Background: an optimization exercise with open tools, aiming at small area, a short achievable clock period and few clock cycles per item. Do not read the settings as production practice.
Where RTL was checked, it was by simulation tests only, not by an equivalence proof against the original.
No functional check of the RTL was part of run 6.
Power and IR drop assume default switching activity.

==> flow/design.v (outline; a module is shown in full before it is edited, if it fits) <==
// module m64p_unit: 540 lines
// module m64p_mac32: 3281 lines
module m64p_unit (
    input  wire        clk,
    input  wire        rst,
    input  wire        in_valid,
    output wire        in_ready,
    input  wire [2:0]  in_kind,
    input  wire [3:0]  in_reg,
    input  wire [63:0] in_data,
    output wire        out_valid,
    output wire [63:0] out_data
);
  // ...
==> flow/flow/run.sh <==
#!/bin/bash
set -euo pipefail
cd "$(dirname "$0")/.."
# synthesis .. CTS: the CTS-stage repair aims at about 5.2 ns
bash standard.sh SETUP_SLACK_MARGIN=12.8 cts > flow_to_cts.log 2>&1
# global route .. finish: repair again after global routing
bash standard.sh SETUP_SLACK_MARGIN=12.8 TNS_END_PERCENT=30 finish > flow_to_finish.log 2>&1
==> flow/standard.sh <==
#!/bin/bash
# synth_recipe.tcl (not shown) runs the flow's synth.tcl, then flattens the netlist and writes it again
# the make line also repeats each setting of config.mk as NAME=value (left out here)
make -C /OpenROAD-flow-scripts/flow DESIGN_CONFIG=/design/flow/config.mk WORK_HOME=/design/flow/orfs CLKGATE_MAP_FILE= SYNTH_SCRIPT=/design/flow/synth_recipe.tcl "${@:-finish}"
==> flow/config.mk <==
export PLATFORM = sky130hd
export DESIGN_NAME = m64p_unit
export DESIGN_NICKNAME = m64p_unit
export VERILOG_FILES = /design/flow/design.v
export SDC_FILE = /design/flow/constraint.sdc
export NUM_CORES = 8
export LEC_CHECK = 0
export CAP_MARGIN = 30
export CORE_MARGIN = 2
export CORE_UTILIZATION = 30
export GPL_ROUTABILITY_DRIVEN = 1
export PLACE_DENSITY = 0.45
export SLEW_MARGIN = 20
==> flow/constraint.sdc <==
create_clock -name core_clock -period 18.0 [get_ports {clk}]
set_input_delay 3.6000 -clock core_clock [delete_from_list [all_inputs] [get_ports {clk}]]
set_output_delay 3.6000 -clock core_clock [all_outputs]
set_load 0.01 [all_outputs]
==> results.sh, run 1 <==
export IMPL_outcome="finished clean"
export IMPL_tritoncts="built"
export IMPL_buffer_area_share_pct=8.25
export IMPL_power_mw=14.5
export IMPL_powerComb_mw=3.60
export IMPL_via_per_inst=6.53
export IMPL_post_route_period_util_pct=33.4
export IMPL_grt_pass1_wl_um=1410000
export IMPL_clk_pin_slew_ns=0.06
export IMPL_firstDrtPassIters=10
export IMPL_fin_cells=25228
export IMPL_clock_buffers=352
export IMPL_r2r_start="ir_data[12]"
export IMPL_antenna_found_initial=105
export IMPL_syn_num_nets=18754
export IMPL_io_pins=140
export IMPL_r2r_cells=13
export IMPL_wl_met2_um=430000
export IMPL_multi_input_area_share_pct=53.2
export IMPL_sequentialPower_mw=5.44
export IMPL_holdWs_ns=0.467
export IMPL_design_area_um2=204000
export IMPL_final_common_cell="edfxtp_1"
export IMPL_nets=19140
export IMPL_dp_hpwl_um=725000
export IMPL_path_buf_inv=3
export IMPL_ys_top_cells_by_count="edfxtp_1 (1,643), clkbuf_1 (1,180), a21oi_1 (1,165)"
export IMPL_dominant_cells="multi-input combinational cells"
export IMPL_pre_cts_ws_ns=9.99
export IMPL_grt_use_met3_pct=15.3
export IMPL_synth_area_leaders="edfxtp_1 (30%), fa_1 (12%), dfxtp_1 (4.5%), and2_1 (4.0%), a22oi_1 (3.5%)"
export IMPL_initial_utilization_pct=30.1
export IMPL_seq_cells=2015
export IMPL_wl_um=1070000
export IMPL_ff2ff_setup_slack_ns=11.98
Testbench counts, summed over its fixed seeds: cycles 20,648, txns 16,168.
==> module m64p_unit, before the edit <==
module m64p_unit (
    input  wire        clk,
    input  wire        rst,
    input  wire        in_valid,
    output wire        in_ready,
    input  wire [2:0]  in_kind,
    input  wire [3:0]  in_reg,
    input  wire [63:0] in_data,
    output wire        out_valid,
    output wire [63:0] out_data
);
    localparam [63:0] PRNG_RESET_S0 = 64'h9E3779B97F4A7C15;
    localparam [63:0] PRNG_RESET_S1 = 64'hBF58476D1CE4E5B9;
    localparam [2:0] K_WRITE_REG  = 3'd0;
    localparam [2:0] K_READ_REG   = 3'd1;
    localparam [2:0] K_COMMAND    = 3'd2;
    localparam [2:0] K_READ_STAT  = 3'd3;
    localparam [2:0] K_READ_FAULT = 3'd4;
    localparam [7:0] OP_ADD     = 8'h01;
    localparam [7:0] OP_XOR     = 8'h02;
    localparam [7:0] OP_SHIFT   = 8'h03;
    localparam [7:0] OP_SHIFTI  = 8'h04;
    localparam [7:0] OP_MUL32   = 8'h05;
    localparam [7:0] OP_IMUL32  = 8'h06;
    localparam [7:0] OP_MUL     = 8'h07;
    localparam [7:0] OP_IMUL    = 8'h08;
    localparam [7:0] OP_DIVMOD  = 8'h09;
    localparam [7:0] OP_LDSTATE = 8'h10;
    localparam [7:0] OP_RDSTATE = 8'h11;
    localparam [7:0] OP_NEXT    = 8'h12;
    localparam [7:0] OP_DRAW32  = 8'h13;
    localparam [7:0] OP_PICK    = 8'h14;
    localparam [3:0] CAUSE_ILLEGAL = 4'd1;
    localparam [3:0] CAUSE_DIVZERO = 4'd2;
    localparam [3:0] CAUSE_EMPTY   = 4'd3;
    reg         sk_v;
    reg  [2:0]  sk_kind;
    reg  [3:0]  sk_reg;
    reg  [63:0] sk_data;
    reg         ir_v;
    reg  [2:0]  ir_kind;
    reg  [3:0]  ir_reg;
    reg  [63:0] ir_data;
    reg  [3:0]  ir_ra;       
    reg         ir_ph;       
    wire        adv;         
    wire        ir_free = !ir_v || adv;
    assign in_ready = !sk_v;
    wire   acc      = in_valid && !sk_v;
    always @(posedge clk) begin
        if (rst) begin
            sk_v <= 1'b0;
            ir_v <= 1'b0;
        end else begin
            if (ir_free) begin
                ir_v <= sk_v || acc;
                sk_v <= 1'b0;
            end else if (acc) begin
                sk_v <= 1'b1;
            end
        end
        if (!sk_v) begin
            sk_kind <= in_kind;
            sk_reg  <= in_reg;
            sk_data <= in_data;
        end
        if (ir_free) begin
            if (sk_v) begin
                ir_kind <= sk_kind;
                ir_reg  <= sk_reg;
                ir_data <= sk_data;
                ir_ra   <= (sk_kind == K_READ_REG) ? sk_reg : sk_data[19:16];
            end else begin
                ir_kind <= in_kind;
                ir_reg  <= in_reg;
                ir_data <= in_data;
                ir_ra   <= (in_kind == K_READ_REG) ? in_reg : in_data[19:16];
            end
        end
    end
    reg  [63:0] W [0:15];
    reg  [63:0] s0, s1;
    reg         faulted;
    reg  [3:0]  cause;
    reg  [31:0] faultword;
    reg  [15:0] pend;        
    wire [31:0] cw   = ir_data[31:0];
    wire [7:0]  op   = cw[31:24];
    wire [3:0]  rd   = cw[23:20];
    wire [3:0]  ra   = cw[19:16];
    wire [3:0]  rb   = cw[15:12];
    wire [3:0]  re   = cw[11:8];
    wire [7:0]  imm8 = cw[7:0];
    wire k_wr  = (ir_kind == K_WRITE_REG);
    wire k_rd  = (ir_kind == K_READ_REG);
    wire k_cmd = (ir_kind == K_COMMAND);
    wire k_st  = (ir_kind == K_READ_STAT);
    wire k_fw  = (ir_kind == K_READ_FAULT);
    reg        known;
    reg [31:0] mask;
    always @(*) begin
        known = 1'b1;
        mask  = 32'hFF000FFF;
        case (op)
            OP_ADD, OP_XOR, OP_SHIFT, OP_MUL32, OP_IMUL32, OP_IMUL, OP_DIVMOD:
                mask = 32'hFF000FFF;
            OP_SHIFTI:          mask = 32'hFF00FF00;
            OP_MUL:             mask = 32'hFF0000FF;
            OP_LDSTATE:         mask = 32'hFFF00FFF;
            OP_RDSTATE:         mask = 32'hFF0FF0FF;
            OP_NEXT, OP_DRAW32: mask = 32'hFF0FFFFF;
            OP_PICK:            mask = 32'hFF00FFFF;
            default: known = 1'b0;
        endcase
    end
    wire illegal = !known
                || ((cw & mask) != {op, 24'h000000})
                || (((op == OP_MUL) || (op == OP_RDSTATE)) && (rd == re));
    wire o_add   = (op == OP_ADD);
    wire o_xor   = (op == OP_XOR);
    wire o_sh    = (op == OP_SHIFT);
    wire o_shi   = (op == OP_SHIFTI);
    wire o_mul32 = (op == OP_MUL32);
    wire o_imul32= (op == OP_IMUL32);
    wire o_mul   = (op == OP_MUL);
    wire o_imul  = (op == OP_IMUL);
    wire o_div   = (op == OP_DIVMOD);
    wire o_ld    = (op == OP_LDSTATE);
    wire o_rds   = (op == OP_RDSTATE);
    wire o_next  = (op == OP_NEXT);
    wire o_draw  = (op == OP_DRAW32);
    wire o_pick  = (op == OP_PICK);
    wire o_mulc  = o_mul32 | o_imul32 | o_mul | o_imul;
    wire o_divc  = o_div | o_pick;
    wire use_ra  = o_add | o_xor | o_sh | o_shi | o_mulc | o_div | o_ld | o_pick;
    wire use_rb  = o_add | o_xor | o_sh | o_mulc | o_div | o_ld;
    wire def_rd  = !o_ld;
    wire def_re  = o_mul | o_rds;
    wire c_ok    = k_cmd && !illegal;        
    wire        m_go, d_go, m_free;
    wire        m_wr, d_wr;          
    wire        d_fin;               
    wire [3:0]  m_wa;
    reg  [3:0]  d_rd;
    wire [63:0] m_res_w, d_res_w;
    reg         x_v;
    reg         xk_wr, xk_rd, xk_cmd, xk_st, xk_fw;
    reg         x_ill;
    reg         x_add, x_xor, x_sh, x_mul32, x_imul32, x_mul, x_imul, x_div;
    reg         x_ld, x_rds, x_next, x_draw, x_pick;
    reg         x_ph;
    reg  [3:0]  x_wa;        
    reg  [3:0]  x_d, x_e;    
    reg  [63:0] x_a, x_b;
    reg  [3:0]  x_ra, x_rb;  
    reg         m_busy;
    reg         d_busy;
    wire x_mop = x_v && xk_cmd && !x_ill && (x_mul32 || x_imul32 || x_mul || x_imul);
    wire x_dop = x_v && xk_cmd && !x_ill && (x_div || x_pick);
    function bsy;
        input [3:0] r;
        begin
            bsy = (pend[r] && !(x_we && (x_wa == r)) && !(m_wr && (m_wa == r)) &&
                   !(d_wr && !d_fin && (d_rd == r))) ||
                  (x_mop && ((x_d == r) || (x_mul && (x_e == r)))) ||
                  (x_dop && (x_d == r));
        end
    endfunction
    wire haz_cmd = c_ok && ((use_ra && bsy(ra)) || (use_rb && bsy(rb)) ||
                            (o_mulc && ((m_busy && !m_free) ||
                                        (x_mop && !(x_mul32 || x_imul32)))) ||
                            (o_divc && ((d_busy && !d_go) || x_dop)));
    wire haz_reg = k_rd && bsy(ir_reg);
    wire go      = ir_v && !haz_cmd && !haz_reg;      
    wire rds_one = c_ok && o_rds && !ir_ph;           
    assign adv   = go && !rds_one;
    always @(posedge clk) begin
        if (rst)
            ir_ph <= 1'b0;
        else if (adv)
            ir_ph <= 1'b0;
        else if (go)
            ir_ph <= 1'b1;
    end
    wire        x_we;
    wire [63:0] x_wd;
    wire        x_flt;
    wire [3:0]  flt_cause;
    wire [31:0] flt_word;
    wire [3:0]  st_cause = x_flt ? flt_cause : cause;
    wire        st_flt   = x_flt || faulted;
    wire [31:0] st_word  = x_flt ? flt_word : faultword;
    reg x_resp;
    assign out_valid = x_resp;
    assign out_data  = x_a;
    wire        a_reg  = !(k_wr || k_st || k_fw);
    wire        b_reg  = !(illegal || o_shi);
    wire [63:0] a_base = k_wr ? ir_data :
                         k_st ? {56'd0, st_cause, 3'd0, st_flt} :
                         k_fw ? {32'd0, st_word} : W[ir_ra];
    wire [63:0] b_base = illegal ? {32'd0, cw} :
                         o_shi ? {{56{imm8[7]}}, imm8} : W[rb];
    wire [63:0] xa_n   = (a_reg && x_we && (x_wa == ir_ra)) ? x_wd :
                         (a_reg && m_wr && (m_wa == ir_ra)) ? m_res_w :
                         (a_reg && d_wr && !d_fin && (d_rd == ir_ra)) ? d_res_w : a_base;
    wire [63:0] xb_n   = (b_reg && x_we && (x_wa == rb)) ? x_wd :
                         (b_reg && m_wr && (m_wa == rb)) ? m_res_w :
                         (b_reg && d_wr && !d_fin && (d_rd == rb)) ? d_res_w : b_base;
    always @(posedge clk) begin
        if (rst) begin
            x_v    <= 1'b0;
            x_resp <= 1'b0;
        end else begin
            x_v    <= go;
            x_resp <= adv;
        end
        if (go) begin
            xk_wr   <= k_wr;
            xk_rd   <= k_rd;
            xk_cmd  <= k_cmd;
            xk_st   <= k_st;
            xk_fw   <= k_fw;
            x_ill   <= illegal;
            x_add   <= o_add;
            x_xor   <= o_xor;
            x_sh    <= o_sh || o_shi;
            x_mul32 <= o_mul32;
            x_imul32<= o_imul32;
            x_mul   <= o_mul;
            x_imul  <= o_imul;
            x_div   <= o_div;
            x_ld    <= o_ld;
            x_rds   <= o_rds;
            x_next  <= o_next;
            x_draw  <= o_draw;
            x_pick  <= o_pick;
            x_ph    <= ir_ph;
            x_wa    <= k_wr ? ir_reg : (o_rds && ir_ph) ? re : rd;
            x_d     <= rd;
            x_e     <= re;
            x_a     <= xa_n;
            x_b     <= xb_n;
            x_ra    <= ra;
            x_rb    <= rb;
        end
    end
    wire x_cok   = xk_cmd && !faulted && !x_ill;
    wire divzero = x_div  && (x_b[31:0] == 32'd0);
    wire empty   = x_pick && (x_a[31:0] == 32'd0);
    assign x_flt = x_v && xk_cmd && !faulted && (x_ill || divzero || empty);
    assign flt_cause = x_ill ? CAUSE_ILLEGAL : divzero ? CAUSE_DIVZERO : CAUSE_EMPTY;
    assign flt_word  = x_ill ? x_b[31:0] :
                       {x_div ? OP_DIVMOD : OP_PICK, x_d, x_ra,
                        x_div ? x_rb : 4'd0, 12'd0};
    wire x_exec  = x_v && x_cok && !divzero && !empty;      
    function [63:0] rev64;
        input [63:0] v;
        integer k;
        begin
            for (k = 0; k < 64; k = k + 1)
                rev64[k] = v[63 - k];
        end
    endfunction
    wire [31:0] sh_n   = x_b[31:0];
    wire        sh_rgt = (sh_n[31:6] == 26'd0);
    wire        sh_lft = (sh_n[31:6] == 26'h3FFFFFF) && (sh_n[5:0] != 6'd0);
    wire [5:0]  sh_amt = sh_lft ? (6'd0 - sh_n[5:0]) : sh_n[5:0];
    wire [63:0] sh_in  = sh_lft ? rev64(x_a) : x_a;
    wire [63:0] sh_r   = sh_in >> sh_amt;
    wire [63:0] sh_out = sh_lft ? rev64(sh_r) : sh_rgt ? sh_r : 64'd0;
    function [63:0] mix;
        input [63:0] a, b;
        reg   [63:0] x;
        begin
            x   = a ^ (a >> 23);
            mix = x ^ b ^ (x << 17) ^ (b << 26);
        end
    endfunction
    reg  [63:0] t;
    wire [63:0] prng_out = t + s1;
    wire [31:0] dv_x  = x_div ? x_a[31:0] : prng_out[31:0];    
    wire [31:0] dv_n  = x_pick ? x_a[31:0] : x_b[31:0];        
    wire        dv_lt = (dv_x < dv_n);                          
    assign x_we = x_v && (xk_wr || (x_cok && (x_add || x_xor || x_sh || x_next ||
                                              x_draw || x_rds ||
                                              (x_div && !divzero) ||
                                              (x_pick && !empty))));
    reg  [63:0] x_res;
    always @(*) begin
        if (xk_wr)                  x_res = x_a;
        else if (x_add)             x_res = x_a + x_b;
        else if (x_xor)             x_res = x_a ^ x_b;
        else if (x_sh)              x_res = sh_out;
        else if (x_next)            x_res = prng_out;
        else if (x_draw || x_div || x_pick)
                                    x_res = {32'd0, dv_x};
        else if (x_ph)              x_res = s1;
        else                        x_res = s0;
    end
    assign x_wd = x_res;
    localparam [1:0] M_IDLE = 2'd0, M_RUN = 2'd1, M_FIN = 2'd2, M_FIN2 = 2'd3;
    reg  [1:0]  m_st;
    reg         m_lv_d, m_lv_e;      
    reg  [1:0]  m_step;
    reg  [1:0]  m_op;        
    reg  [3:0]  m_rd, m_re;
    reg  [31:0] m_x, m_y, m_ah, m_bo;
    reg  [65:0] m_s, m_c;
    reg         m_cy;
    wire        m_run = (m_st == M_RUN);
    wire        m_sh  = m_step[0];                  
    wire [65:0] m_si  = !m_run ? 66'd0 : m_sh ? {32'd0, m_s[65:32]} : m_s;
    wire [65:0] m_ci  = !m_run ? 66'd0 : m_sh ? {32'd0, m_c[65:32]} : m_c;
    wire [65:0] m_so, m_co;
    m64p_mac32 u_mac (.x(m_x), .y(m_y), .si(m_si), .ci(m_ci), .so(m_so), .co(m_co));
    wire [64:0] m_fc  = {m_s[63:0], 1'b1} + {m_c[63:0], m_cy};    
    wire [63:0] m_f   = m_fc[64:1];
    wire        m_f32 = m_f[32] ^ m_s[32] ^ m_c[32];    
    wire        m_last  = m_op[0] ? (m_step == 2'd2) : (m_step == 2'd3);
    wire        m_start = x_exec && (x_mul32 || x_imul32 || x_mul || x_imul);
    reg  [63:0] m_res;
    always @(*) begin
        case (m_op)
            2'd0: m_res = m_f;
            2'd1: m_res = {32'd0, m_f[31:0]};
            2'd2: m_res = (m_st == M_FIN2) ? {m_x, m_ah} : m_f;
            default: m_res = {m_f[31:0], m_ah};
        endcase
    end
    assign     m_wa  = (m_st == M_FIN2) ? m_re : m_rd;
    assign     m_res_w = m_res;
    wire       m_req = m_st[1];
    assign     m_free = m_go && !((m_st == M_FIN) && (m_op == 2'd2));
    localparam [1:0] D_IDLE = 2'd0, D_RUN = 2'd2, D_WB = 2'd3;
    reg  [1:0]  d_st;
    reg         d_lv;                
    reg         d_pick;
    reg  [31:0] d_rem;
    reg  [31:0] d_div;       
    reg  [33:0] d_d3;        
    reg         d_first;
    reg  [31:0] d_q;
    reg  [4:0]  d_cnt;
    function [5:0] bitlen32;
        input [31:0] v;
        integer k;
        begin
            bitlen32 = 6'd0;
            for (k = 0; k < 32; k = k + 1)
                if (v[k]) bitlen32 = k + 1;
        end
    endfunction
    wire [5:0]  dv_bx  = bitlen32(dv_x);
    wire [5:0]  dv_bn  = bitlen32(dv_n);
    wire [4:0]  dv_k   = dv_bx[4:0] - dv_bn[4:0];
    wire [33:0] dv_n3  = {2'b0, dv_n} + {1'b0, dv_n, 1'b0};
    wire [31:0] d_dv   = d_first ? (d_div << d_cnt) : d_div;
    wire [64:0] d_d3s  = {31'd0, d_d3} << d_cnt;
    wire [33:0] d_dv3  = d_first ? d_d3s[34:1] : d_d3;
    wire [34:0] d_t1   = {3'b0, d_rem} - {3'b0, d_dv};
    wire [34:0] d_t2   = {3'b0, d_rem} - {4'b0, d_dv[31:1]};
    wire [34:0] d_t3   = {3'b0, d_rem} - {1'b0, d_dv3};
    wire        d_g1   = !d_t1[34];
    wire        d_g2   = !d_t2[34];
    wire        d_g3   = !d_t3[34];
    wire        d_one  = (d_cnt == 5'd0);
    wire        d_end  = (d_cnt[4:1] == 4'd0);
    wire [31:0] d_rn   = d_one ? (d_g1 ? d_t1[31:0] : d_rem) :
                         d_g1  ? (d_g3 ? d_t3[31:0] : d_t1[31:0]) :
                                 (d_g2 ? d_t2[31:0] : d_rem);
    wire [31:0] d_qn   = d_one ? {d_q[30:0], d_g1} :
                                 {d_q[29:0], d_g1, d_g1 ? d_g3 : d_g2};
    wire d_start = x_exec && (x_div || x_pick) && !dv_lt;
    assign      d_fin = (d_st == D_RUN) && d_end;
    wire [63:0] d_res = d_fin ? (d_pick ? {32'd0, d_rn} : {d_qn, d_rn})
                              : (d_pick ? {32'd0, d_rem} : {d_q, d_rem});
    wire        d_req = (d_st == D_WB) || d_fin;
    assign      d_res_w = d_res;
    reg rst_q;
    always @(posedge clk) rst_q <= rst;
    wire [1:0] xb = x_wa[1:0];
    wire [1:0] mb = m_wa[1:0];
    wire [1:0] db = d_rd[1:0];
    wire   m_need = (m_st == M_FIN2) ? m_lv_e : m_lv_d;
    assign m_go = m_req && (!m_need || !(x_we && (xb == mb)));
    assign m_wr = m_go && m_need;
    assign d_go = d_req && (!d_lv || (!(x_we && (xb == db)) && !(m_wr && (mb == db))));
    assign d_wr = d_go && d_lv;
    genvar gi, gb;
    generate
        for (gb = 0; gb < 4; gb = gb + 1) begin : g_bank
            wire        bx = x_we && (xb == gb);
            wire        bm = m_wr && (mb == gb);
            wire [63:0] bd = bx ? x_wd : bm ? m_res : d_res;
            wire [63:0] bv = rst_q ? 64'd0 : bd;
            for (gi = gb; gi < 16; gi = gi + 4) begin : g_w
                wire wen = rst_q || (x_we && (x_wa == gi)) ||
                           (m_wr && (m_wa == gi)) || (d_wr && (d_rd == gi));
                always @(posedge clk)
                    if (wen) W[gi] <= bv;
            end
        end
    endgenerate
    wire do_step = x_exec && (x_next || x_draw || x_pick);
    wire do_ld   = x_exec && x_ld;
    always @(posedge clk) begin
        if (rst_q) begin
            s0        <= PRNG_RESET_S0;
            s1        <= PRNG_RESET_S1;
            t         <= mix(PRNG_RESET_S0, PRNG_RESET_S1);
            faulted   <= 1'b0;
            cause     <= 4'd0;
            faultword <= 32'd0;
        end else begin
            if (do_step) begin
                s0 <= s1;
                s1 <= t;
                t  <= mix(s1, t);
            end else if (do_ld) begin
                s0 <= x_a;
                s1 <= x_b;
                t  <= mix(x_a, x_b);
            end
            if (x_flt) begin
                faulted   <= 1'b1;
                cause     <= flt_cause;
                faultword <= flt_word;
            end
        end
    end
    always @(posedge clk) begin
        if (rst) begin
            pend      <= 16'd0;
            m_st      <= M_IDLE;
            m_busy    <= 1'b0;
            d_st      <= D_IDLE;
            d_busy    <= 1'b0;
        end else begin
            begin : pend_upd
                reg [15:0] p;
                p = pend;
                if (m_wr) p[m_wa] = 1'b0;
                if (d_wr) p[d_rd] = 1'b0;
                if (x_we) p[x_wa] = 1'b0;
                if (m_start) begin
                    p[x_d] = 1'b1;
                    if (x_mul) p[x_e] = 1'b1;
                end
                if (d_start) p[x_d] = 1'b1;
                pend <= p;
            end
            case (m_st)
                M_IDLE: if (m_start) begin
                    m_st   <= (x_mul32 || x_imul32) ? M_FIN : M_RUN;
                    m_busy <= 1'b1;
                end
                M_RUN: if (m_last) m_st <= M_FIN;
                M_FIN: if (m_start)
                    m_st <= (x_mul32 || x_imul32) ? M_FIN : M_RUN;
                else if (m_go) begin
                    if (m_op == 2'd2) m_st <= M_FIN2;
                    else begin m_st <= M_IDLE; m_busy <= 1'b0; end
                end
                default: if (m_go) begin m_st <= M_IDLE; m_busy <= 1'b0; end
            endcase
            case (d_st)
                D_IDLE: if (d_start) begin
                    d_st   <= D_RUN;
                    d_busy <= 1'b1;
                end
                D_RUN:  if (d_end) begin
                    if (d_go) begin d_st <= D_IDLE; d_busy <= 1'b0; end
                    else d_st <= D_WB;
                end
                default: if (d_go) begin d_st <= D_IDLE; d_busy <= 1'b0; end
            endcase
        end
        if (m_start) begin
            m_lv_d <= 1'b1;
            m_lv_e <= x_mul;
        end else begin
            if ((x_we && (x_wa == m_rd)) || (d_start && (x_d == m_rd)))
                m_lv_d <= 1'b0;
            if ((x_we && (x_wa == m_re)) || (d_start && (x_d == m_re)))
                m_lv_e <= 1'b0;
        end
        if (d_start)
            d_lv <= 1'b1;
        else if ((x_we && (x_wa == d_rd)) ||
                 (m_start && ((x_d == d_rd) || (x_mul && (x_e == d_rd)))))
            d_lv <= 1'b0;
        if (go && c_ok && o_mulc) begin
            m_x  <= xa_n[31:0];
            m_ah <= xa_n[63:32];
            m_y  <= xb_n[31:0];
            m_bo <= xb_n[63:32];
        end else if (m_start || m_run) begin
            m_y  <= m_bo;
            m_bo <= m_y;
            if (m_run && m_step == 2'd1) begin
                m_x  <= m_ah;
                m_ah <= m_f[31:0];
            end
            if (m_run && m_step == 2'd3)
                m_x  <= m_f[31:0];
        end
        if (m_start) begin
            m_rd   <= x_d;
            m_re   <= x_e;
            m_op   <= x_mul32 ? 2'd0 : x_imul32 ? 2'd1 : x_mul ? 2'd2 : 2'd3;
            m_step <= 2'd1;
            m_cy   <= 1'b0;
            m_s    <= m_so;
            m_c    <= m_co;
        end else if (m_run) begin
            m_step <= m_step + 2'd1;
            m_s    <= m_so;
            m_c    <= m_co;
            if (m_sh)
                m_cy <= m_f32;
        end
        if (d_start) begin
            d_pick <= x_pick;
            d_rd   <= x_d;
            d_rem  <= dv_x;
            d_div  <= dv_n;
            d_d3   <= dv_n3;
            d_cnt  <= dv_k;
            d_first <= 1'b1;
            d_q    <= 32'd0;
        end else if (d_st == D_RUN) begin
            d_rem  <= d_rn;
            d_q    <= d_qn;
            d_div  <= d_dv >> 2;
            d_d3   <= d_dv3 >> 2;
            d_first <= 1'b0;
            d_cnt  <= d_cnt - 5'd2;
        end
    end
endmodule
==> run 2: changes to the inputs <==
--- a/flow/design.v
+++ b/flow/design.v
@@ -214,7 +214,7 @@
             x_v    <= go;
             x_resp <= adv;
         end
-        if (go) begin
+        begin
             xk_wr   <= k_wr;
             xk_rd   <= k_rd;
             xk_cmd  <= k_cmd;
==> flow/flow/run.sh (replaced) <==
#!/bin/bash
set -euo pipefail
cd "$(dirname "$0")/.."
# synthesis .. CTS: the CTS-stage repair aims at about 5.5 ns
bash standard.sh SETUP_SLACK_MARGIN=12.5 cts > flow_to_cts.log 2>&1
# global route .. finish: repair again after global routing
bash standard.sh SETUP_SLACK_MARGIN=12.5 TNS_END_PERCENT=30 finish > flow_to_finish.log 2>&1
==> results.sh, run 2 <==
export IMPL_finalSetupViolations=0
export IMPL_dpl_instance_area_um2=177000
export IMPL_cts_root_buf="clkbuf_16"
export IMPL_mostFrequentLayoutCells="edfxtp_1 (1,478), nand2_1 (1,194), nor2_1 (1,072), fa_1 (1,026), inv_1 (1,024)"
export IMPL_slew_viol_final=0
export IMPL_ys_seq_area_share_pct=33.6
export IMPL_hold_path_class="reg2reg"
export IMPL_antenna_found_initial=170
export IMPL_crit_required_ns=18.85
export IMPL_rsz0062_at_grt="yes"
export IMPL_crit_arrival_ns=6.85
export IMPL_max_freq_mhz=167
export IMPL_grt_pass1_wl_um=1410000
export IMPL_clk_latency_ns=1.12
export IMPL_yosys_area_top_type="edfxtp_1"
export IMPL_tritoncts="built"
export IMPL_grt_pass1_vias=151552
export IMPL_area_growth_pct=20.7
export IMPL_cts_inserted_buffers=244
export IMPL_yosysMostFrequentCell="edfxtp_1"
export IMPL_switchingPower_mw=4.46
export IMPL_vdd_drop_max_uv=113
export IMPL_via_per_inst=6.49
export IMPL_worstSetupEndpointType="register"
export IMPL_ys_ff_latch=2015
export IMPL_post_route_period_util_pct=33.3
export IMPL_critPathTopFamily="compound AO/OA/AOI/OAI gates"
export IMPL_async_flop_share_pct=0
export IMPL_drtIter0Drc=26816
export IMPL_largest_register_ffs=1024
export IMPL_drc=0
export IMPL_clk_pin_slew_ns=0.07
export IMPL_io_pins=140
export IMPL_synth_xor_area_share_pct=3.67
export IMPL_synth_edf_count=1478
export IMPL_synth_compound_area_share_pct=20.1
export IMPL_synth_top_cell_area_share_pct=27.0
export IMPL_ys_flop_type="edfxtp_1"
export IMPL_ant_nets=0
export IMPL_synth_area_leaders="edfxtp_1 (27%), fa_1 (13%), dfxtp_1 (6.6%), and2_1 (3.9%), a22oi_1 (3.5%)"
export IMPL_die_h_um=744
export IMPL_cts_hold_fix_buffers=0
export IMPL_yosys_mux_area_fraction_pct=6.99
export IMPL_path_buf_inv=5
export IMPL_initial_utilization_pct=30.1
export IMPL_finalHoldViolCount=0
export IMPL_post_drt_wl_per_cell_um=42.9
export IMPL_p_int_mw=8.91
export IMPL_core_area_um2=545000
export IMPL_dp_hpwl_um=719000
export IMPL_final_common_cell="edfxtp_1"
export IMPL_syn_area_per_cell_um2=9.55
export IMPL_clkPwrFrac_pct=40.2
export IMPL_critPathSlowestCell="a31oi_1"
export IMPL_num_rows=271
export IMPL_crit_fanout=18
export IMPL_grt_total_usage_pct=37.5
export IMPL_die_x_um=744
export IMPL_setup_tns_final_ns=0
export IMPL_power_switching_share_pct=33.4
export IMPL_ys_top_cells_by_count="edfxtp_1 (1,478), nand2_1 (1,245), clkbuf_1 (1,196)"
export IMPL_crit_chain="buf_6, nand4_1, buf_4, buf_4, nor3_4, nand3_4, bufbuf_16, mux2i_2, mux4_2, mux2i_1, nor2_1, o2bb2ai_1, a31oi_1, o2bb2ai_1, o21ai_0, buf_4, nor2_1, a31oi_1, mux2_2"
export IMPL_clock_sinks=2015
export IMPL_syn_num_nets=18699
export IMPL_synthSimpleGateAreaFrac_pct=14.2
export IMPL_cp_common_cell="buf_4"
export IMPL_leakagePower_nw=73.6
export IMPL_synthDistinctLibCells=116
export IMPL_outcome="finished clean"
export IMPL_reg_top3="W: 1024 flops, m_c: 66 flops, m_s: 66 flops"
export IMPL_fillers=54756
export IMPL_drive_gt1_share_pct=17.9
export IMPL_worst_setup_path_type="reg2reg"
export IMPL_die_area_um2=553000
export IMPL_yosysWarnings=2
export IMPL_synth_top_family_by_area="compound AO/OA/AOI/OAI gates"
export IMPL_tightestPinTransition_ns=1.26
export IMPL_grt_remaining_overflow=0
export IMPL_nets=18966
export IMPL_syn_area_um2=164000
export IMPL_slew_limit_headroom_pct=16.1
export IMPL_max_stage_delay_ns=0.83
export IMPL_clock_path_buffers=4
export IMPL_firstDrtPassIters=8
export IMPL_synth_adder_area_share_pct=15.8
export IMPL_clock_skew_ns=0.154
export IMPL_syn_inst=17175
export IMPL_regMostFlops="W"
export IMPL_num_vias=162756
export IMPL_power_frac_seq_pct=39.2
export IMPL_grt_max_degree=128
export IMPL_timing_final_crit_period_ns=6.00
export IMPL_htreeDepth=4
export IMPL_cp_start_kind="register"
export IMPL_design_area_um2=198000
export IMPL_wl_um=1070000
export IMPL_portBuffers=139
export IMPL_comb_power_share_pct=20.6
export IMPL_power_density_nw_per_um2=67.6
export IMPL_max_cap_violations=0
export IMPL_gp_congestion=1.04
==> run 2: changes by cell type after synthesis, sizes merged, moves of 28 or more <==
cell,change
a211oi,-31
a21oi,-34
dfxtp,+165
edfxtp,-165
mux2i,-30
mux4,+38
nand2,+108
nand4,-34
nor2,+38
nor3,+30
o2111ai,+31
o21ai,+28
o221ai,-35
xor2,-35
==> run 2: layer usage <==
metal | vias up | track usage, % | share of wire [%]
met5 | - | 1.52 | 0.17
met1 | 82208 | 44.9 | 36
met4 | 78 | 30.4 | 10
li1 | 63260 | - | -
met2 | 13373 | 52.5 | 40
met3 | 3837 | 15.4 | 14
==> run 2: layout make-up <==
type / instances / area, um^2 / area share, %
antenna: 177 / 443 / 0.224
clock buffer: 304 / 6540 / 3.30
clock inverter: 156 / 1830 / 0.924
inverter: 1043 / 3990 / 2.02
multi-input combinational: 12738 / 106000 / 53.6
sequential: 2015 / 55300 / 27.9
tap: 7234 / 9050 / 4.57
timing repair buffer: 1396 / 14700 / 7.41
timing repair inverter: 4 / 41.3 / 0.0209
==> run 2: timing repair <==
| action | CTS | global route |
|---|---|---|
| setup buffers | 338 | 96 |
| cloned | 52 | 8 |
| setup endpoints to repair | 2872 | 1431 |
| pin swaps | 203 | 164 |
| resized for setup | 1385 | 291 |
==> run 2: cell families (layout without fill, tap and decap cells) <==
group,Yosys count,after routing
AOI/OAI and AO/OA,4893,4894
adders and majority gates,1450,1450
muxes,947,947
other,0,177
and+or+nand+nor,4751,4762
buffers and inverters,2434,2903
DFF,2015,2015
xor gates and xnor gates,685,685
==> run 2: power groups by stage <==
stage	registers, mW	clock network (mW)	logic, mW
after CTS	5.23	5.37	2.54
after floorplan	5.29	0	1.11
final	5.24	5.38	2.76
after global routing	5.25	5.52	2.71
after detailed placement	5.35	0	2.30
after global placement	5.36	0	2.29
==> run 2: worst paths after layout <==
path / from / endpoint / slack, ns / cells after the start
max reg2reg: x_b[22] / m_x[17] / 12.00 / 19
min reg2reg: m_bo[1] / m_y[1] / 0.44 / 1
min: m_bo[1] / m_y[1] / 0.44 / 1
max: x_b[22] / m_x[17] / 12.00 / 19
==> run 2: through the flow <==
step | instances | total power, mW | hold slack, ns | utilization (%) | worst slack, ns
after floorplan | 17175 | 6.40 | 0.346 | - | 12.50
after global placement | 23854 | 7.65 | 0.448 | 32.3 | 9.82
after detailed placement | 23911 | 7.64 | 0.453 | 32.4 | 9.69
after CTS | 24761 | 13.1 | 0.460 | 35.7 | 12.30
after global routing | 24948 | 13.5 | 0.485 | 36.3 | 12.01
final | 25067 | 13.4 | 0.444 | 36.3 | 12.00
Testbench counts of run 2, summed over its fixed seeds: cycles 20,648, txns 16,168.
==> run 3: changes to the inputs <==
--- a/flow/config.mk
+++ b/flow/config.mk
@@ -10,4 +10,4 @@
 export CORE_UTILIZATION = 30
 export GPL_ROUTABILITY_DRIVEN = 1
 export PLACE_DENSITY = 0.45
-export SLEW_MARGIN = 20
+export SLEW_MARGIN = 70
==> results.sh, run 3 <==
export IMPL_power_mw=13.6
export IMPL_async_flop_share_pct=0
export IMPL_synth_adder_area_share_pct=15.8
export IMPL_ys_seq_area_share_pct=33.6
export IMPL_hold_path_class="reg2reg"
export IMPL_tightestPinTransition_ns=0.638
export IMPL_pre_cts_ws_ns=10.84
export IMPL_nets=19410
export IMPL_syn_area_per_cell_um2=9.55
export IMPL_yosys_mux_area_fraction_pct=6.99
export IMPL_portBuffers=139
export IMPL_io_pins=140
export IMPL_cp_common_cell="buf_8"
export IMPL_initial_utilization_pct=30.1
export IMPL_synth_top_family_by_area="compound AO/OA/AOI/OAI gates"
export IMPL_die_h_um=744
export IMPL_cts_inserted_buffers=243
export IMPL_wl_um=1070000
export IMPL_firstDrtPassIters=10
export IMPL_leakagePower_nw=78.1
export IMPL_post_drt_wl_per_cell_um=42.0
export IMPL_clk_pin_slew_ns=0.06
export IMPL_worstSetupEndpointType="register"
export IMPL_yosys_area_top_type="edfxtp_1"
export IMPL_htreeDepth=4
export IMPL_ys_flop_type="edfxtp_1"
export IMPL_cp_start_kind="register"
export IMPL_synth_top_cell_area_share_pct=27.0
export IMPL_regMostFlops="W"
export IMPL_finalHoldViolCount=0
export IMPL_die_area_um2=553000
export IMPL_largest_register_ffs=1024
export IMPL_crit_chain="buf_8, nor4_1, nand3_1, o31ai_4, a31oi_4, buf_6, buf_6, or2_4, and2_4, buf_8, buf_12, a221oi_1, clkdlybuf4s50_1, nand2_4, buf_8, buf_12, buf_8"
export IMPL_yosysWarnings=2
export IMPL_switchingPower_mw=4.50
export IMPL_num_rows=271
export IMPL_fin_cells=25437
export IMPL_syn_num_nets=18699
export IMPL_grt_pass1_vias=153193
export IMPL_timing_final_crit_period_ns=5.97
export IMPL_fillers=53600
export IMPL_clock_path_buffers=4
export IMPL_mostFrequentLayoutCells="edfxtp_1 (1,478), nand2_1 (1,166), nor2_1 (1,038), inv_1 (1,022), and2_1 (1,019)"
export IMPL_drtIter0Drc=24507
export IMPL_multiInputGateArea_um2=110000
export IMPL_vdd_drop_max_uv=103
export IMPL_ant_nets=0
export IMPL_clock_skew_ns=0.187
export IMPL_crit_arrival_ns=6.57
export IMPL_power_frac_seq_pct=38.4
export IMPL_grt_total_usage_pct=37.3
export IMPL_cts_root_buf="clkbuf_16"
export IMPL_synth_xor_area_share_pct=3.67
export IMPL_grt_pass1_wl_um=1410000
export IMPL_final_common_cell="edfxtp_1"
export IMPL_die_x_um=744
export IMPL_gp_congestion=1.04
export IMPL_area_growth_pct=27.9
export IMPL_critPathSlowestCell="dfxtp_1"
export IMPL_design_area_um2=210000
export IMPL_synthSimpleGateAreaFrac_pct=14.2
export IMPL_rsz0062_at_grt="yes"
export IMPL_power_density_nw_per_um2=64.8
export IMPL_clk_latency_ns=1.11
export IMPL_numPlacedInstances=24346
export IMPL_via_per_inst=6.41
export IMPL_slew_viol_final=0
export IMPL_ys_ff_latch=2015
export IMPL_outcome="finished clean"
export IMPL_reg_top3="W: 1024 flops, m_c: 66 flops, m_s: 66 flops"
export IMPL_max_cap_violations=0
export IMPL_post_route_period_util_pct=33.2
export IMPL_synthDistinctLibCells=116
export IMPL_finalSetupViolations=0
export IMPL_tritoncts="built"
export IMPL_antenna_found_initial=140
export IMPL_fin_ws_ns=12.03
export IMPL_yosysMostFrequentCell="edfxtp_1"
export IMPL_dp_hpwl_um=757000
export IMPL_clkPwrFrac_pct=39.9
export IMPL_power_switching_share_pct=33.1
export IMPL_slew_limit_headroom_pct=56.5
export IMPL_fin_util_pct=38.5
export IMPL_core_area_um2=545000
export IMPL_grt_max_degree=62
export IMPL_holdWs_ns=0.420
export IMPL_dpl_instance_area_um2=189000
export IMPL_syn_inst=17175
export IMPL_crit_fanout=24
export IMPL_max_freq_mhz=167
export IMPL_setup_tns_final_ns=0
export IMPL_clock_sinks=2015
export IMPL_synth_compound_area_share_pct=20.1
export IMPL_drc=0
export IMPL_synth_edf_count=1478
export IMPL_crit_required_ns=18.59
export IMPL_synth_area_leaders="edfxtp_1 (27%), fa_1 (13%), dfxtp_1 (6.6%), and2_1 (3.9%), a22oi_1 (3.5%)"
export IMPL_worst_setup_path_type="reg2reg"
export IMPL_num_vias=163072
export IMPL_drive_gt1_share_pct=23.4
export IMPL_max_stage_delay_ns=0.61
export IMPL_p_int_mw=9.10
export IMPL_seq_area_um2=55400
export IMPL_ys_top_cells_by_count="edfxtp_1 (1,478), nand2_1 (1,245), clkbuf_1 (1,196)"
export IMPL_syn_area_um2=164000
export IMPL_grt_remaining_overflow=0
export IMPL_cts_hold_fix_buffers=0
export IMPL_comb_power_share_pct=21.7
-- run 3: cell types whose count changed in the layout (fill, tap and decap cells not counted), sizes merged, moves of 3 or more --
| cell | change |
|---|---|
| inv | +4 |
| clkbuf | +7 |
| bufbuf | -4 |
| bufinv | +7 |
| dlymetal6s2s | +4 |
| clkdlybuf4s18 | +3 |
| clkdlybuf4s50 | +5 |
| and2 | -3 |
| clkinv | +7 |
| diode | -74 |
| clkdlybuf4s15 | -4 |
| clkinvlp | +3 |
| nand3 | -3 |
| buf | +423 |
-- run 3: timing repair --
| item | 4_1_cts | 5_1_grt |
|---|---|---|
| resized for setup | 1015 | 358 |
| buffers inserted | 279 | 113 |
| pin swaps | 204 | 165 |
| gates cloned | 54 | 14 |
| setup endpoints to repair | 1802 | 1298 |
-- run 3: critical path: cells and delay by family, from the launching register on --
kind | cells | cell delay (ns)
buffers and inverters | 9 | 2.79
AND/OR/NAND/NOR | 5 | 1.34
flip-flops | 1 | 0.61
AO/OA/AOI/OAI | 3 | 0.58
-- run 3: kinds of logic (layout without fill, tap and decap cells) --
family	Yosys count	count (layout)
flops	2015	2015
compound gates	4893	4893
simple gates	4751	4751
xor+xnor	685	685
other cells	0	103
buf+inv	2434	3359
fa+ha+maj	1450	1450
mux	947	947
-- run 3: layout make-up --
type,count,share of cell area (%)
Multi-Input combinational cell,12726,52.6
Sequential cell,2015,26.4
Timing Repair Buffer,1851,10.6
Tap cell,7234,4.31
Clock buffer,284,3.04
Inverter,1043,1.91
Clock inverter,175,0.973
Antenna cell,103,0.123
Timing Repair inverter,6,0.0507
-- run 3: path summary, 6_finish.rpt --
kind	from	endpoint	slack, ns	cells past startpoint
setup / recovery	x_b[23]	W[9][26]	12.03	17
hold reg to reg	sk_data[56]	ir_data[56]	0.42	1
hold / removal	sk_data[56]	ir_data[56]	0.42	1
setup reg to reg	x_b[23]	W[9][26]	12.03	17
-- run 3: power groups by stage --
| stage | Clock [mW] | Combinational (mW) | Sequential, mW |
|---|---|---|---|
| 2_1_floorplan | 0 | 1.11 | 5.29 |
| 3_3_place_gp | 0 | 2.29 | 5.36 |
| 3_5_place_dp | 0 | 2.54 | 5.32 |
| 4_1_cts | 5.42 | 2.71 | 5.22 |
| 5_1_grt | 5.58 | 2.91 | 5.23 |
| 6_report | 5.43 | 2.95 | 5.22 |
-- run 3: routing by layer --
layer  part of all wire (%)  GRT usage, %  up-vias
met5                   0.14         0.690        -
met4                     10          29.3       86
met3                     13          14.5     3676
met2                     40          52.8    12759
met1                     36          45.0    82513
li1                       -             -    64038
==> run 4: changes to the inputs <==
--- a/flow/config.mk
+++ b/flow/config.mk
@@ -10,4 +10,4 @@
 export CORE_UTILIZATION = 30
 export GPL_ROUTABILITY_DRIVEN = 1
 export PLACE_DENSITY = 0.45
-export SLEW_MARGIN = 70
+export SLEW_MARGIN = 50
==> results.sh, run 4 <==
export IMPL_outcome="finished clean"
export IMPL_cp_start_kind="register"
export IMPL_rsz0062_at_grt="yes"
export IMPL_max_stage_delay_ns=0.43
export IMPL_crit_arrival_ns=6.72
export IMPL_crit_required_ns=18.82
export IMPL_clock_skew_ns=0.137
export IMPL_htreeDepth=4
export IMPL_finalHoldViolCount=0
export IMPL_worst_setup_path_type="reg2reg"
export IMPL_numPlacedInstances=23917
export IMPL_clk_latency_ns=1.11
export IMPL_reg_top3="W: 1024 flops, m_c: 66 flops, m_s: 66 flops"
export IMPL_clkPwrFrac_pct=40.2
export IMPL_nets=18948
export IMPL_power_switching_share_pct=32.9
export IMPL_yosysMostFrequentCell="edfxtp_1"
export IMPL_clock_sinks=2015
export IMPL_mostFrequentLayoutCells="edfxtp_1 (1,478), nand2_1 (1,187), nor2_1 (1,062), fa_1 (1,027), inv_1 (1,023)"
export IMPL_cts_inserted_buffers=243
export IMPL_synth_edf_count=1478
export IMPL_initial_utilization_pct=30.1
export IMPL_clk_pin_slew_ns=0.06
export IMPL_dp_hpwl_um=722000
export IMPL_critPathSlowestCell="o31ai_4"
export IMPL_die_area_um2=553000
export IMPL_core_area_um2=545000
export IMPL_final_common_cell="edfxtp_1"
export IMPL_power_density_nw_per_um2=67.0
export IMPL_ys_seq_area_share_pct=33.6
export IMPL_largest_register_ffs=1024
export IMPL_tritoncts="built"
export IMPL_fin_util_pct=36.6
export IMPL_pre_cts_ws_ns=9.92
export IMPL_critPathTopFamily="compound AO/OA/AOI/OAI gates"
export IMPL_drive_gt1_share_pct=18.6
export IMPL_holdWs_ns=0.459
export IMPL_async_flop_share_pct=0
export IMPL_leakagePower_nw=73.8
export IMPL_firstDrtPassIters=9
export IMPL_ant_nets=0
export IMPL_switchingPower_mw=4.40
export IMPL_clock_path_buffers=4
export IMPL_cts_root_buf="clkbuf_16"
export IMPL_yosysWarnings=2
export IMPL_hold_path_class="reg2reg"
export IMPL_ys_ff_latch=2015
export IMPL_grt_remaining_overflow=0
export IMPL_syn_area_per_cell_um2=9.55
export IMPL_slew_viol_final=0
export IMPL_synthDistinctLibCells=116
export IMPL_post_route_period_util_pct=32.8
export IMPL_vdd_drop_max_uv=104
export IMPL_grt_pass1_vias=151411
export IMPL_num_vias=162148
export IMPL_grt_total_usage_pct=37.3
export IMPL_comb_power_share_pct=20.7
export IMPL_finalSetupViolations=0
export IMPL_antenna_found_initial=165
export IMPL_path_buf_inv=7
export IMPL_gp_congestion=1.04
export IMPL_cp_common_cell="buf_4"
export IMPL_slew_limit_headroom_pct=31.9
export IMPL_post_drt_wl_per_cell_um=42.8
export IMPL_drtIter0Drc=25576
export IMPL_wl_um=1070000
export IMPL_fin_cells=24989
export IMPL_crit_fanout=8
export IMPL_synth_top_cell_area_share_pct=27.0
export IMPL_design_area_um2=200000
export IMPL_synth_area_leaders="edfxtp_1 (27%), fa_1 (13%), dfxtp_1 (6.6%), and2_1 (3.9%), a22oi_1 (3.5%)"
export IMPL_io_pins=140
export IMPL_die_h_um=744
export IMPL_worstSetupEndpointType="register"
export IMPL_power_frac_seq_pct=39.2
export IMPL_dpl_instance_area_um2=178000
export IMPL_num_rows=271
export IMPL_area_growth_pct=21.6
export IMPL_max_freq_mhz=170
export IMPL_p_int_mw=8.97
export IMPL_regMostFlops="W"
export IMPL_max_cap_violations=0
export IMPL_via_per_inst=6.49
export IMPL_tightestPinTransition_ns=1.02
export IMPL_yosys_area_top_type="edfxtp_1"
export IMPL_fin_ws_ns=12.10
export IMPL_die_x_um=744
export IMPL_ys_flop_type="edfxtp_1"
export IMPL_ys_top_cells_by_count="edfxtp_1 (1,478), nand2_1 (1,245), clkbuf_1 (1,196)"
export IMPL_syn_inst=17175
export IMPL_syn_num_nets=18699
export IMPL_grt_max_degree=111
export IMPL_timing_final_crit_period_ns=5.90
export IMPL_power_mw=13.4
export IMPL_grt_pass1_wl_um=1400000
export IMPL_syn_area_um2=164000
export IMPL_portBuffers=139
export IMPL_setup_tns_final_ns=0
export IMPL_drc=0
[run 4: cell count changes in the layout (fill, tap and decap cells not counted), sizes merged, moves of 2 or more]
cell / change
clkdlybuf4s15: +7
clkbuf: +21
bufinv: -3
clkinv: -21
dlygate4sd2: -3
diode: +18
clkinvlp: -7
inv: -11
clkdlybuf4s50: -6
bufbuf: +6
buf: -451
and3: +2
nand3: +2
dlymetal6s2s: -4
[run 4: cell families after synthesis]
group | count (synthesis) | synth area share [%]
AO/OA/AOI/OAI | 4893 | 20.1
AND/OR/NAND/NOR | 4751 | 14.2
buffers and inverters | 2434 | 5.69
flip-flops | 2015 | 33.6
adder cells (fa/ha/maj) | 1450 | 15.8
multiplexers | 947 | 6.99
XOR/XNOR | 685 | 3.67
[run 4: final cells by class]
class,count,area (um^2)
clock buffer,321,6640
antenna,121,303
sequential,2015,55300
fill,54619,345000
timing repair buffer,1384,15100
timing repair inverter,5,60.1
clock inverter,134,1690
inverter,1043,4000
tap,7234,9050
multi-input combinational,12732,107000
[run 4: path summary, 6_finish.rpt]
kind                              start   endpoint  slack (ns)  depth (start not counted)
worst min register to register  m_bo[1]     m_y[1]        0.46                          1
worst min-delay path            m_bo[1]     m_y[1]        0.46                          1
worst max register to register    t[12]  d_rem[16]       12.10                         29
worst max-delay path              t[12]  d_rem[16]       12.10                         29
[run 4: metal layers]
layer / GRT usage, % / up-vias / routed length (um)
li1: - / 63096 / -
met1: 44.6 / 81877 / 389000
met2: 52.1 / 13217 / 426000
met3: 15.1 / 3878 / 143000
met4: 30.7 / 80 / 110000
met5: 2.03 / - / 2500
[run 4: repair_timing]
item                                     CTS  global route
hold buffers                               0             0
buffers inserted                         308           102
endpoints found under the hold margin      0             0
pin swaps                                185           247
endpoints found under the setup margin  2719          1543
gates cloned                              49            17
gates resized for setup                 1190           472
[run 4: power groups by stage]
stage	clock (mW)	combinational, mW	sequential [mW]
2_1_floorplan	0	1.11	5.29
3_3_place_gp	0	2.29	5.36
3_5_place_dp	0	2.31	5.35
4_1_cts	5.36	2.53	5.23
5_1_grt	5.51	2.71	5.24
6_report	5.37	2.76	5.24
[run 4: worst register-to-register path: cells and delay by family (launching register included)]
kind            cells  cell delay, ns
buf+inv             7            0.95
compound gates     14            2.82
flops               1            0.37
fa+ha+maj           2            0.61
simple gates        6            0.96
==> run 5: changes to the inputs <==
--- a/flow/config.mk
+++ b/flow/config.mk
@@ -7,7 +7,7 @@
 export LEC_CHECK = 0
 export CAP_MARGIN = 30
 export CORE_MARGIN = 2
-export CORE_UTILIZATION = 30
+export CORE_UTILIZATION = 40
 export GPL_ROUTABILITY_DRIVEN = 1
-export PLACE_DENSITY = 0.45
+export PLACE_DENSITY = 0.55
 export SLEW_MARGIN = 50
==> results.sh, run 5 <==
export IMPL_fin_ws_ns=12.00
export IMPL_via_per_inst=7.08
export IMPL_switchingPower_mw=4.27
export IMPL_fillers=38062
export IMPL_grt_pass1_vias=150663
export IMPL_cp_start_kind="register"
export IMPL_synthDistinctLibCells=116
export IMPL_slew_viol_final=0
export IMPL_dp_hpwl_um=666000
export IMPL_drc=0
export IMPL_num_rows=235
export IMPL_clock_sinks=2015
export IMPL_ys_top_cells_by_count="edfxtp_1 (1,478), nand2_1 (1,245), clkbuf_1 (1,196)"
export IMPL_yosysMostFrequentCell="edfxtp_1"
export IMPL_r2r_cells=19
export IMPL_synth_area_leaders="edfxtp_1 (27%), fa_1 (13%), dfxtp_1 (6.6%), and2_1 (3.9%), a22oi_1 (3.5%)"
export IMPL_p_int_mw=9.04
export IMPL_syn_inst=17175
export IMPL_tritoncts="built"
export IMPL_crit_required_ns=18.87
export IMPL_cp_common_cell="buf_4"
export IMPL_ys_ff_latch=2015
export IMPL_mostFrequentLayoutCells="edfxtp_1 (1,478), nand2_1 (1,178), nor2_1 (1,071), inv_1 (1,027), fa_1 (1,027)"
export IMPL_cts_root_buf="clkbuf_16"
export IMPL_io_pins=140
export IMPL_setup_tns_final_ns=0
export IMPL_firstDrtPassIters=13
export IMPL_die_area_um2=415000
export IMPL_critPathTopFamily="compound AO/OA/AOI/OAI gates"
export IMPL_gp_congestion=1.09
export IMPL_async_flop_share_pct=0
export IMPL_yosysWarnings=2
export IMPL_critPathLaunch="x_b[0]"
export IMPL_ys_flop_type="edfxtp_1"
export IMPL_synth_edf_count=1478
export IMPL_syn_area_um2=164000
export IMPL_grt_total_usage_pct=45.6
export IMPL_r2r_start="x_b[0]"
export IMPL_final_common_cell="edfxtp_1"
export IMPL_grt_max_degree=131
export IMPL_syn_area_per_cell_um2=9.55
export IMPL_reg_top3="W: 1024 flops, m_c: 66 flops, m_s: 66 flops"
export IMPL_cts_inserted_buffers=240
export IMPL_clock_skew_ns=0.0819
export IMPL_antenna_found_initial=147
export IMPL_clkPwrFrac_pct=40.9
export IMPL_path_buf_inv=5
export IMPL_initial_utilization_pct=40.1
export IMPL_drtIter0Drc=29959
export IMPL_die_x_um=644
export IMPL_num_vias=163450
export IMPL_cts_hold_fix_buffers=0
export IMPL_portBuffers=139
export IMPL_syn_num_nets=18699
export IMPL_clock_path_buffers=4
export IMPL_holdPathStages=2
export IMPL_regMostFlops="W"
export IMPL_crit_arrival_ns=6.87
export IMPL_crit_chain="clkinv_16, ha_4, or3b_4, or3_4, o31ai_2, a31oi_2, buf_4, o211ai_1, buf_4, a311oi_4, nand3_1, buf_4, nand2b_4, buf_6, o22ai_1, a211oi_1, a21oi_1, o21ai_0, mux2_2"
export IMPL_power_density_nw_per_um2=68.0
export IMPL_area_growth_pct=19.4
export IMPL_vdd_drop_max_uv=90.5
export IMPL_tightestPinTransition_ns=0.996
export IMPL_power_switching_share_pct=32.1
export IMPL_htreeDepth=4
export IMPL_comb_power_share_pct=19.8
export IMPL_die_h_um=644
export IMPL_seq_area_um2=55300
export IMPL_worstSetupEndpointType="register"
export IMPL_max_freq_mhz=167
export IMPL_grt_pass1_wl_um=1310000
export IMPL_yosys_area_top_type="edfxtp_1"
export IMPL_clk_pin_slew_ns=0.09
export IMPL_synth_top_cell_area_share_pct=27.0
export IMPL_grt_remaining_overflow=0
export IMPL_finalSetupViolations=0
export IMPL_max_cap_violations=0
export IMPL_rsz0062_at_grt="yes"
export IMPL_power_frac_seq_pct=39.3
export IMPL_max_stage_delay_ns=0.65
export IMPL_critical_path_cell_count=19
export IMPL_wl_um=981000
export IMPL_core_area_um2=409000
export IMPL_pre_cts_ws_ns=10.21
export IMPL_holdWs_ns=0.465
export IMPL_crit_fanout=34
export IMPL_outcome="finished clean"
export IMPL_ant_nets=0
export IMPL_post_drt_wl_per_cell_um=42.5
export IMPL_nets=18815
export IMPL_hold_path_class="reg2reg"
export IMPL_leakagePower_nw=73.2
export IMPL_worst_setup_path_type="reg2reg"
export IMPL_ys_seq_area_share_pct=33.6
export IMPL_drive_gt1_share_pct=17.8
export IMPL_clk_latency_ns=1.03
export IMPL_multiInputGateArea_um2=107000
export IMPL_hold_path_startpoint="s0[19]"
export IMPL_largest_register_ffs=1024
export IMPL_critPathSlowestCell="a211oi_1"
export IMPL_timing_final_crit_period_ns=6.00
export IMPL_post_route_period_util_pct=33.3
export IMPL_finalHoldViolCount=0
export IMPL_slew_limit_headroom_pct=33.5
-- run 5: cell count changes in the layout (fill, tap and decap cells not counted), moves of 18 or more --
cell / change
diode_2: +18
buf_4: -91
o21ai_2: +18
clkbuf_1: -22
buf_6: -29
-- run 5: worst reg2reg max path, stage by stage, from the launching register on --
cell       delay [ns]
dfxtp_2          0.48
clkinv_16        0.20
ha_4             0.20
or3b_4           0.41
or3_4            0.40
o31ai_2          0.35
a31oi_2          0.14
buf_4            0.24
o211ai_1         0.28
buf_4            0.21
a311oi_4         0.11
nand3_1          0.11
buf_4            0.37
nand2b_4         0.41
buf_6            0.37
o22ai_1          0.19
a211oi_1         0.65
a21oi_1          0.08
o21ai_0          0.45
mux2_2           0.25
-- run 5: through the flow --
stage	instance area (um^2)	util [%]	instances	power [mW]
after global placement	173000	42.3	22019	7.51
after floorplan	164000	-	17175	6.40
after CTS	192000	46.9	22834	13.0
final	196000	47.9	23083	13.3
after global routing	196000	47.8	22976	13.4
after detailed placement	175000	42.8	22072	7.53
-- run 5: power by group through the flow --
stage	combinational (mW)	sequential, mW	clock (mW)
2_1_floorplan	1.11	5.29	0
3_5_place_dp	2.20	5.33	0
6_report	2.64	5.23	5.44
3_3_place_gp	2.17	5.33	0
5_1_grt	2.58	5.24	5.56
4_1_cts	2.39	5.23	5.40
-- run 5: area by class of cell --
cell class              instances  area share [%]
clock inverters               148           0.984
well taps                    5451            3.48
inverters                    1043            2.03
flip-flops and latches       2015            28.2
diodes                        139           0.178
repair buffers               1256            7.03
multi-input cells           12734            54.7
clock buffers                 296            3.34
repair inverters                1         0.00830
-- run 5: metal layers --
layer | GRT usage, % | up-vias | share of wire [%]
met5 | 3.09 | - | 0.32
met4 | 39.7 | 107 | 11
met3 | 21.3 | 4432 | 16
met2 | 61.1 | 15614 | 39
met1 | 54.1 | 80497 | 34
li1 | - | 62800 | -
-- run 5: path summary, 6_finish.rpt --
path | endpoint | slack (ns)
hold reg to reg | s0[19] | 0.46
setup reg to reg | m_y[17] | 12.00
setup / recovery | m_y[17] | 12.00
hold / removal | s0[19] | 0.46
-- run 5: cells by family (layout without fill, tap and decap cells) --
kind of cell	Yosys count	in the layout	synth area share (%)
buffers and inverters	2434	2744	5.69
AND/OR/NAND/NOR	4751	4757	14.2
multiplexers	947	947	6.99
adder cells (fa/ha/maj)	1450	1450	15.8
flip-flops	2015	2015	33.6
AO/OA/AOI/OAI	4893	4895	20.1
other	0	139	0
XOR/XNOR	685	685	3.67
-- run 5: repair_timing --
item | 4_1_cts | 5_1_grt
setup endpoints to repair | 2542 | 1898
hold endpoints to repair | 0 | 0
pin swaps | 197 | 183
gates cloned | 42 | 21
resized for setup | 1201 | 459
buffers inserted | 276 | 65
==> run 6: changes to the inputs <==
--- a/flow/design.v
+++ b/flow/design.v
@@ -166,9 +166,9 @@
                   (x_dop && (x_d == r));
         end
     endfunction
+    wire m_ld_ok = !((m_busy && !m_free) || (x_mop && !(x_mul32 || x_imul32)));
     wire haz_cmd = c_ok && ((use_ra && bsy(ra)) || (use_rb && bsy(rb)) ||
-                            (o_mulc && ((m_busy && !m_free) ||
-                                        (x_mop && !(x_mul32 || x_imul32)))) ||
+                            (o_mulc && !m_ld_ok) ||
                             (o_divc && ((d_busy && !d_go) || x_dop)));
     wire haz_reg = k_rd && bsy(ir_reg);
     wire go      = ir_v && !haz_cmd && !haz_reg;      
@@ -489,7 +489,7 @@
         else if ((x_we && (x_wa == d_rd)) ||
                  (m_start && ((x_d == d_rd) || (x_mul && (x_e == d_rd)))))
             d_lv <= 1'b0;
-        if (go && c_ok && o_mulc) begin
+        if (c_ok && o_mulc && m_ld_ok) begin
             m_x  <= xa_n[31:0];
             m_ah <= xa_n[63:32];
             m_y  <= xb_n[31:0];
@@ -519,7 +519,7 @@
             if (m_sh)
                 m_cy <= m_f32;
         end
-        if (d_start) begin
+        if (d_st == D_IDLE) begin
             d_pick <= x_pick;
             d_rd   <= x_d;
             d_rem  <= dv_x;
--- a/flow/config.mk
+++ b/flow/config.mk
@@ -7,7 +7,7 @@
 export LEC_CHECK = 0
 export CAP_MARGIN = 30
 export CORE_MARGIN = 2
-export CORE_UTILIZATION = 40
+export CORE_UTILIZATION = 30
 export GPL_ROUTABILITY_DRIVEN = 1
-export PLACE_DENSITY = 0.55
+export PLACE_DENSITY = 0.45
 export SLEW_MARGIN = 50
==> results.sh, run 6 <==
export IMPL_synth_compound_area_share_pct=22.0
export IMPL_post_route_period_util_pct=33.0
export IMPL_regMostFlops="W"
export IMPL_die_h_um=748
export IMPL_yosysMostFrequentCell="edfxtp_1"
export IMPL_clock_sinks=2015
export IMPL_clk_latency_ns=1.04
export IMPL_hold_path_class="reg2reg"
export IMPL_yosys_mux_area_fraction_pct=5.70
export IMPL_synthSimpleGateAreaFrac_pct=14.2
export IMPL_syn_area_per_cell_um2=9.41
export IMPL_area_growth_pct=20.6
export IMPL_use_met2_pct=52.6
export IMPL_grt_pass1_vias=156787
export IMPL_clock_skew_ns=0.0942
export IMPL_post_drt_wl_per_cell_um=43.5
export IMPL_synth_area_leaders="edfxtp_1 (27%), fa_1 (12%), dfxtp_1 (6.5%), and2_1 (3.9%), a21oi_1 (3.8%)"
export IMPL_wl_um=1110000
export IMPL_yosys_area_top_type="edfxtp_1"
export IMPL_final_common_cell="edfxtp_1"
export IMPL_drive_gt1_share_pct=17.6
export IMPL_ys_top_cells_by_count="edfxtp_1 (1,478), nand2_1 (1,273), a21oi_1 (1,251)"
export IMPL_crit_required_ns=18.77
export IMPL_finalHoldViolCount=0
export IMPL_grt_pass1_wl_um=1460000
export IMPL_drtIter0Drc=27263
export IMPL_htreeDepth=5
export IMPL_dp_hpwl_um=771000
export IMPL_slew_limit_headroom_pct=36.6
export IMPL_power_density_nw_per_um2=77.5
export IMPL_syn_area_um2=166000
export IMPL_num_rows=273
export IMPL_fin_cells=25508
export IMPL_worst_setup_path_type="reg2reg"
export IMPL_grt_total_usage_pct=38.0
export IMPL_tightestPinTransition_ns=0.951
export IMPL_ys_ff_latch=2015
export IMPL_io_pins=140
export IMPL_cp_common_cell="buf_4"
export IMPL_crit_fanout=8
export IMPL_cp_start_kind="register"
export IMPL_yosysWarnings=2
export IMPL_synth_top_cell_area_share_pct=26.7
export IMPL_initial_utilization_pct=30.1
export IMPL_nets=19424
export IMPL_synth_xor_area_share_pct=3.57
export IMPL_pre_cts_ws_ns=10.31
export IMPL_clock_path_buffers=4
export IMPL_synth_adder_area_share_pct=15.6
export IMPL_max_cap_violations=0
export IMPL_cts_hold_fix_buffers=0
export IMPL_grt_max_degree=120
export IMPL_die_x_um=748
export IMPL_fin_ws_ns=12.06
export IMPL_slew_viol_final=0
export IMPL_rsz0062_at_grt="yes"
export IMPL_numPlacedInstances=24518
export IMPL_via_per_inst=6.59
export IMPL_power_mw=15.5
export IMPL_num_vias=168165
export IMPL_grt_use_met3_pct=15.3
export IMPL_design_area_um2=200000
export IMPL_dpl_instance_area_um2=181000
export IMPL_mostFrequentLayoutCells="edfxtp_1 (1,478), nand2_1 (1,221), a21oi_1 (1,144), inv_1 (1,072), and2_1 (1,026)"
export IMPL_busiest_layer="met2"
export IMPL_tritoncts="built"
export IMPL_ant_nets=0
export IMPL_drc=0
export IMPL_critPathSlowestCell="or3_1"
export IMPL_max_freq_mhz=168
export IMPL_vdd_drop_max_uv=83.3
export IMPL_portBuffers=139
export IMPL_outcome="finished clean"
export IMPL_syn_num_nets=19194
export IMPL_finalSetupViolations=0
export IMPL_ys_seq_area_share_pct=33.2
export IMPL_clk_pin_slew_ns=0.06
export IMPL_worstSetupEndpointType="register"
export IMPL_grt_util_met1_pct=46.3
export IMPL_die_area_um2=560000
export IMPL_crit_chain="buf_4, nor4_2, nand3_1, o31ai_4, buf_8, a41o_1, a21boi_0, a21oi_4, and4_4, buf_4, buf_4, a211oi_1, a211oi_1, buf_4, or3_1, o21ai_0"
export IMPL_synth_top_family_by_area="compound AO/OA/AOI/OAI gates"
export IMPL_ys_flop_type="edfxtp_1"
export IMPL_reg_top3="W: 1024 flops, m_c: 66 flops, m_s: 66 flops"
export IMPL_cts_inserted_buffers=265
export IMPL_core_area_um2=552000
export IMPL_leakagePower_nw=74.4
export IMPL_async_flop_share_pct=0
export IMPL_synthDistinctLibCells=116
export IMPL_gp_congestion=1.04
export IMPL_max_stage_delay_ns=0.68
export IMPL_synth_edf_count=1478
export IMPL_syn_inst=17670
export IMPL_largest_register_ffs=1024
export IMPL_grt_remaining_overflow=0
export IMPL_timing_final_crit_period_ns=5.94
export IMPL_setup_tns_final_ns=0
export IMPL_antenna_found_initial=184
export IMPL_cts_root_buf="clkbuf_16"
export IMPL_firstDrtPassIters=13
export IMPL_crit_arrival_ns=6.72
-- run 6: final cells by class --
| type | count | area [um^2] |
|---|---|---|
| antenna | 112 | 280 |
| inverter | 1088 | 4130 |
| multi-input combinational | 13156 | 109000 |
| clock inverter | 141 | 1710 |
| clock buffer | 335 | 7170 |
| timing repair buffer | 1374 | 14100 |
| fill | 55883 | 352000 |
| sequential | 2015 | 55300 |
| tap | 7287 | 9120 |
-- run 6: report_power, final --
part | leakage (nW) | internal (mW) | switching [mW] | total (mW)
Combinational | 50.8 | 1.47 | 3.09 | 4.55
Sequential | 19.2 | 5.15 | 0.182 | 5.33
Clock | 4.31 | 3.25 | 2.40 | 5.65
-- run 6: kinds of logic after synthesis --
| group | count (synthesis) |
|---|---|
| buffers and inverters | 2508 |
| xor gates and xnor gates | 677 |
| DFF | 2015 |
| muxes | 790 |
| AOI/OAI and AO/OA | 5434 |
| adders and majority gates | 1450 |
| and+or+nand+nor | 4796 |
-- run 6: timing repair --
item	in CTS	in global routing
gates cloned	27	11
pin swaps	146	140
endpoints found under the setup margin	2380	1365
gates resized for setup	1056	368
endpoints found under the hold margin	0	0
setup buffers	250	98
-- run 6: critical path: cells and delay by family, from the launching register on --
family / cells / cell delay [ns]
compound gates: 7 / 2.03
buf+inv: 5 / 1.39
flops: 1 / 0.37
simple gates: 4 / 1.90
-- run 6: per-layer routing --
layer  vias to the layer above  wire length, um
met5                         -             1850
met4                       106           113000
met3                      3846           152000
met2                     14054           438000
met1                     84764           404000
li1                      65395                -
-- run 6: stage by stage --
stage | hold slack [ns] | util (%)
after detailed placement | 0.454 | 32.8
after floorplan | 0.346 | -
after CTS | 0.468 | 35.6
final | 0.468 | 36.3
after global placement | 0.442 | 32.4
after global routing | 0.481 | 36.2
-- run 6: final timing paths --
path              startpoint  endpoint  slack [ns]  cells past startpoint
setup / recovery     x_b[22]   x_b[52]       12.06                     16
hold / removal        s0[45]    s0[45]        0.47                      2
setup reg to reg     x_b[22]   x_b[52]       12.06                     16
hold reg to reg       s0[45]    s0[45]        0.47                      2

-- static timing again, ports no longer ideal --
How much do the figures lean on ideal ports? The routed layouts below were timed once more, with nothing changed but the port constraints. Step 1, drivers: a clkbuf_16 drives clk and a buf_2 each remaining input, both assumed. Step 2 also shifts input and output timing later by t, the mid clock arrival at the registers, as if the neighbouring blocks saw the same clock. Three values: ideal, step 1, step 2; two values: the first two.
| run | shift t [ns] | slack for setup (ns) | slew at the worst register clock pin (ns) | pins driven straight from the clock port |
|---|---|---|---|---|
| run 1 | 1.100 | 11.981 / 11.981 / 11.981 | 0.08 / 0.08 | 1 |
| run 2 | 1.163 | 11.998 / 11.998 / 11.998 | 0.09 / 0.09 | 1 |
| run 3 | 1.161 | 12.027 / 12.027 / 12.027 | 0.10 / 0.10 | 1 |
| run 4 | 1.187 | 12.103 / 12.103 / 12.103 | 0.09 / 0.09 | 1 |
| run 5 | 1.118 | 12.001 / 12.001 / 12.001 | 0.09 / 0.09 | 1 |
| run 6 | 1.131 | 12.057 / 12.057 / 12.057 | 0.08 / 0.08 | 1 |
After both steps every run listed still meets setup and hold.
